Source: an optimization exercise on an open RTL-to-GDS flow (aim: small area, a short achievable clock period and few clock cycles per item). Production flows keep margins and buffers that such runs may drop. Function was checked by simulation only, so behaviour that the tests miss may differ from the original. Power is estimated from default activity; no workload was simulated.

==> branch onyx <==
// bigreg_muldiv
module bigreg_muldiv (
    input  wire         clk,
    input  wire         rst,       
    input  wire         start,     
    input  wire         op,        
    input  wire [127:0] a,         
    input  wire [127:0] b,         
    output wire         ready,
    output reg          done,
    output wire [255:0] result
);
make LEC_CHECK=0 CAP_MARGIN=20 CORE_MARGIN=2 CORE_UTILIZATION=40 SLEW_MARGIN=20 finish   # period 10.0 ns
run.sh (not shown) runs the stock make flow with config.mk's settings and CLKGATE_MAP_FILE= SYNTH_SCRIPT=/design/flow/synth_recipe.tcl, a recipe that flattens the netlist after the stock synthesis.
==> inputs of branch pepper, as changes to branch onyx <==
--- a/flow/design.v
+++ b/flow/design.v
@@ -16,56 +16,78 @@
     reg         op_r;        
     reg [1:0]   ph;          
     reg [8:0]   cnt;
     reg [127:0] opnd;        
     reg [255:0] acc;
     reg [131:0] rem;         
     reg [2:0]   qreg;        
+    reg         xmul;        
+    reg         bz;          
     assign ready  = !busy;
     assign result = acc;
-    wire cnt_is1 = (cnt == 9'd1);
-    wire bx2 = acc[255];
-    wire bx1 = acc[254];
-    wire bx0 = acc[253] & ~cnt_is1;      
-    wire m_neg = bx2 & ~(bx1 & bx0);
-    wire m_s1  = bx1 ^ bx0;
-    wire m_s2  = (bx2 & ~bx1 & ~bx0) | (~bx2 & bx1 & bx0);
-    wire signed [6:0] ry = rem[131:125];
-    reg  signed [6:0] th2, th1, th0, thm1;
-    always @* begin
-        case (opnd[126:124])
-            3'd0: begin th2 = 7'sd13; th1 = 7'sd5;  th0 = -7'sd5;  thm1 = -7'sd13; end
-            3'd1: begin th2 = 7'sd15; th1 = 7'sd6;  th0 = -7'sd6;  thm1 = -7'sd15; end
-            3'd2: begin th2 = 7'sd16; th1 = 7'sd6;  th0 = -7'sd6;  thm1 = -7'sd16; end
-            3'd3: begin th2 = 7'sd18; th1 = 7'sd7;  th0 = -7'sd7;  thm1 = -7'sd18; end
-            3'd4: begin th2 = 7'sd20; th1 = 7'sd8;  th0 = -7'sd8;  thm1 = -7'sd20; end
-            3'd5: begin th2 = 7'sd21; th1 = 7'sd8;  th0 = -7'sd8;  thm1 = -7'sd21; end
-            3'd6: begin th2 = 7'sd23; th1 = 7'sd9;  th0 = -7'sd9;  thm1 = -7'sd23; end
-            default: begin th2 = 7'sd25; th1 = 7'sd10; th0 = -7'sd10; thm1 = -7'sd25; end
-        endcase
-    end
-    wire ge2  = (ry >= th2);
-    wire ge1  = (ry >= th1);
-    wire ge0  = (ry >= th0);
-    wire gem1 = (ry >= thm1);
-    wire d_pos = ge1;                    
-    wire d_s2  = ge2 | ~gem1;
-    wire d_s1  = (ge1 & ~ge2) | (gem1 & ~ge0);
-    wire [2:0] qd = ge2 ? 3'b010 : ge1 ? 3'b001 : ge0 ? 3'b000 : gem1 ? 3'b111 : 3'b110;
-    wire neg = op_r ? d_pos : m_neg;
-    wire s1  = op_r ? d_s1  : m_s1;
-    wire s2  = op_r ? d_s2  : m_s2;
+    reg sel_neg, sel_s1, sel_s2;
+    function [2:0] booth;            
+        input x2, x1, x0;
+        begin
+            booth[2] = x2 & ~(x1 & x0);
+            booth[1] = x1 ^ x0;
+            booth[0] = (x2 & ~x1 & ~x0) | (~x2 & x1 & x0);
+        end
+    endfunction
+    function [2:0] qds;              
+        input [6:0] y;
+        input [2:0] di;
+        reg signed [6:0] ys, t2, t1, t0, tm1;
+        reg g2, g1, g0, gm1;
+        begin
+            ys = y;
+            case (di)
+                3'd0: begin t2 = 7'sd13; t1 = 7'sd4; t0 = -7'sd5; tm1 = -7'sd13; end
+                3'd1: begin t2 = 7'sd14; t1 = 7'sd5; t0 = -7'sd5; tm1 = -7'sd15; end
+                3'd2: begin t2 = 7'sd16; t1 = 7'sd5; t0 = -7'sd5; tm1 = -7'sd16; end
+                3'd3: begin t2 = 7'sd17; t1 = 7'sd6; t0 = -7'sd6; tm1 = -7'sd18; end
+                3'd4: begin t2 = 7'sd19; t1 = 7'sd6; t0 = -7'sd6; tm1 = -7'sd19; end
+                3'd5: begin t2 = 7'sd20; t1 = 7'sd7; t0 = -7'sd7; tm1 = -7'sd20; end
+                3'd6: begin t2 = 7'sd22; t1 = 7'sd7; t0 = -7'sd7; tm1 = -7'sd22; end
+                default: begin t2 = 7'sd23; t1 = 7'sd8; t0 = -7'sd8; tm1 = -7'sd24; end
+            endcase
+            g2  = (ys >= t2);
+            g1  = (ys >= t1);
+            g0  = (ys >= t0);
+            gm1 = (ys >= tm1);
+            qds[2] = g1;
+            qds[1] = (g1 & ~g2) | (gm1 & ~g0);
+            qds[0] = g2 | ~gm1;
+        end
+    endfunction
+    wire [2:0] qdig = sel_s2 ? (sel_neg ? 3'b010 : 3'b110) :
+                      sel_s1 ? (sel_neg ? 3'b001 : 3'b111) : 3'b000;
+    wire [10:0] st_at = rem[129:119];
+    wire [10:0] st_b1 = {1'b0, opnd[127:118]};
+    wire [10:0] st_b2 = opnd[127:117];
+    wire [10:0] st_p2 = st_at + ~st_b2;
+    wire [10:0] st_p1 = st_at + ~st_b1;
+    wire [10:0] st_m1 = st_at + st_b1;
+    wire [10:0] st_m2 = st_at + st_b2;
+    wire [2:0] qn_p2 = qds(st_p2[10:4], opnd[126:124]);
+    wire [2:0] qn_p1 = qds(st_p1[10:4], opnd[126:124]);
+    wire [2:0] qn_0  = qds(st_at[10:4], opnd[126:124]);
+    wire [2:0] qn_m1 = qds(st_m1[10:4], opnd[126:124]);
+    wire [2:0] qn_m2 = qds(st_m2[10:4], opnd[126:124]);
+    wire [2:0] qn_srt = sel_s2 ? (sel_neg ? qn_p2 : qn_m2) :
+                        sel_s1 ? (sel_neg ? qn_p1 : qn_m1) : qn_0;
+    wire [2:0] qn_align = qds(cnt[0] ? rem[131:125] : rem[130:124], opnd[126:124]);
+    wire neg = sel_neg;
+    wire s1  = sel_s1;
+    wire s2  = sel_s2;
     wire [128:0] mag = ({129{s1}} & {1'b0, opnd}) | ({129{s2}} & {opnd, 1'b0});
-    wire [128:0] ax  = op_r ? rem[129:1] : {acc[126:0], 2'b00};
+    wire [128:0] ax  = rem[129:1] | ({acc[126:0], 2'b00} & {129{xmul}});
     wire [130:0] sum1 = {1'b0, ax, 1'b1} + {1'b0, mag ^ {129{neg}}, neg};
     wire [128:0] sm   = sum1[129:1];
     wire         cout = sum1[130];
-    wire m_inc = cout & ~neg;            
-    wire m_dec = ~cout & neg;
-    wire bz   = ~|opnd;
     wire corr = (ph == PH_FIN) & (rem[131] | bz);
     wire [2:0] qa = qreg - {2'b00, corr};   
     wire bw = qa[2];
     wire [127:0] px [0:2];
     assign px[0] = ~{1'b0, acc[126:0]};
     assign px[1] = ~{1'b0, acc[253:127]};
     assign px[2] =  {1'b0, acc[253:127]};
@@ -99,24 +121,27 @@
             end
         end
     endgenerate
     wire [127:0] zl = pz[0];
     wire [127:0] zu = pz[1];
     wire [127:0] ou = pz[2];
     wire         zl_all = zl[127];
-    wire up_dec = op_r ? (bw & zl_all) : m_dec;
-    wire up_inc = ~op_r & m_inc;
+    wire up_dec0 = op_r ? (bw & zl_all) : neg;       
+    wire up_dec1 = op_r & bw & zl_all;               
+    wire up_inc1 = ~op_r & ~neg;
     wire [255:0] stp;
     assign stp[1:0] = op_r ? qa[1:0] : sm[1:0];
     generate
         for (j = 0; j < 127; j = j + 1) begin : g_lo
             assign stp[j+2] = op_r ? (acc[j] ^ (bw & zl[j])) : sm[j+2];
         end
         for (j = 0; j < 127; j = j + 1) begin : g_hi
-            assign stp[j+129] = acc[j+127] ^ ((up_dec & zu[j]) | (up_inc & ou[j]));
+            wire hv0 = acc[j+127] ^ (up_dec0 & zu[j]);
+            wire hv1 = acc[j+127] ^ ((up_dec1 & zu[j]) | (up_inc1 & ou[j]));
+            assign stp[j+129] = cout ? hv1 : hv0;
         end
     endgenerate
     wire top_same = (&acc[255:247]) | ~|acc[255:247];
     wire mskip = ~op_r & top_same & (cnt >= 9'd5);
     wire sb8 = ~|opnd[127:120];
     wire sb1 = ~sb8 & ~opnd[127];
     wire sa8 = ~|rem[127:120] & (cnt >= 9'd8);
@@ -137,39 +162,48 @@
         end
         if (!busy) begin
             op_r <= op;
             ph   <= PH_NORM;
             cnt  <= op ? 9'd128 : 9'd64;
             opnd <= b;
             acc  <= op ? 256'd0 : {a, b & {128{a[127]}}};
-            rem  <= {4'd0, a};
+            rem  <= op ? {4'd0, a} : 132'd0;
+            xmul <= !op;
+            bz   <= ~|b;
             qreg <= 3'd0;
+            {sel_neg, sel_s1, sel_s2} <= op ? 3'b000 : booth(a[127], a[126], a[125]);
         end else begin
             acc <= mskip ? {acc[247:0], 8'd0} : stp;
             if (!op_r) begin
                 cnt <= cnt - (mskip ? 9'd4 : 9'd1);
+                {sel_neg, sel_s1, sel_s2} <= mskip ?
+                    booth(acc[247], acc[246], acc[245] & (cnt != 9'd5)) :
+                    booth(acc[253], acc[252], acc[251] & (cnt != 9'd2));
             end else begin
                 case (ph)
                     PH_NORM: begin
+                        {sel_neg, sel_s1, sel_s2} <= 3'b000;
                         if (bz) begin
                             ph <= PH_FIN;
                         end else if (nshift) begin
                             if (sb8) opnd <= {opnd[119:0], 8'd0};
                             else if (sb1) opnd <= {opnd[126:0], 1'b0};
                             if (sa8) rem <= {rem[123:0], 8'd0};
                             cnt <= cnt_norm;
                         end else begin
                             if (!cnt[0]) rem <= {rem[130:0], 1'b0};
                             cnt <= (cnt + 9'd1) >> 1;
                             ph  <= PH_SRT;
+                            {sel_neg, sel_s1, sel_s2} <= qn_align;
                         end
                     end
                     PH_SRT: begin
                         rem  <= {sm, rem[0], 2'b00};
-                        qreg <= qd;
+                        qreg <= qdig;
+                        {sel_neg, sel_s1, sel_s2} <= qn_srt;
                         cnt  <= cnt - 9'd1;
                         if (cnt == 9'd0) ph <= PH_FIN;
                     end
                     default: ;
                 endcase
             end
         end
CORE_UTILIZATION = 55   (was 40)
SETUP_SLACK_MARGIN = 5   (was default)
TNS_END_PERCENT = 10   (was default)
==> qor summary <==
metric	branch pepper	branch onyx
Number of antenna violations at the first check in global routing	19	13
Peak supply drop	0.192 mV	0.124 mV
Post-place instance area	55500 µm²	52100 µm²
Area share of the largest cell type after synthesis	16.6%	17.4%
TritonCTS Buffers	66	69
Shortest period the worst path allows	5.16 ns	8.69 ns
Result of the run	finished clean	finished clean
Worst max-slew margin expressed relative to the limit	18.7%	16.6%
Count of inserted tapcells	1176	1512
Critical-path top delay cell	sky130_fd_sc_hd__buf_4	sky130_fd_sc_hd__o311a_4
Insertion delay of the later-clocked pin in the worst-skew pair	0.66 ns	0.68 ns
Sequential cell count of the final layout	538	533
Power in the clock group	2590 µW	2550 µW
Tcrit/Tclk final	51.6%	86.9%
Final Instance Count excl. Fillers	7997	7772
Testbench counts of branch onyx, summed over its fixed seeds: cycles 24,732, items 384.
Testbench counts of branch pepper, summed over its fixed seeds: cycles 24,732, items 384.

-- afterwards: timing with drivers on the ports --
No port has a modelled driver above. Below, the same layouts with a new extraction and two added sets of constraints.
Step 1, drivers: a clkbuf_16 drives clk and a buf_2 each remaining input, both assumed.
Step 2 times the ports against the registers' clock, not the clock port: input delays grow and output delays shrink by t, the midpoint of the rising clock arrivals with the driver on.
Slacks: no drivers / after step 1 / after step 2; pairs: no drivers / after step 1.
run | shift t [ns] | setup slack, ns | hold slack, ns | clock arrival spread, ns
branch onyx | 0.740 | 1.310 / 1.310 / 1.310 | 0.520 / 0.520 / 0.520 | 0.035 / 0.035
branch pepper | 0.715 | 4.836 / 4.836 / 4.632 | 0.488 / 0.488 / 0.488 | 0.047 / 0.048
After both steps setup and hold are still met in every run listed. The setup slack of branch pepper, which loses most, moves by 0.000 ns with the drivers and by -0.204 ns with both steps.
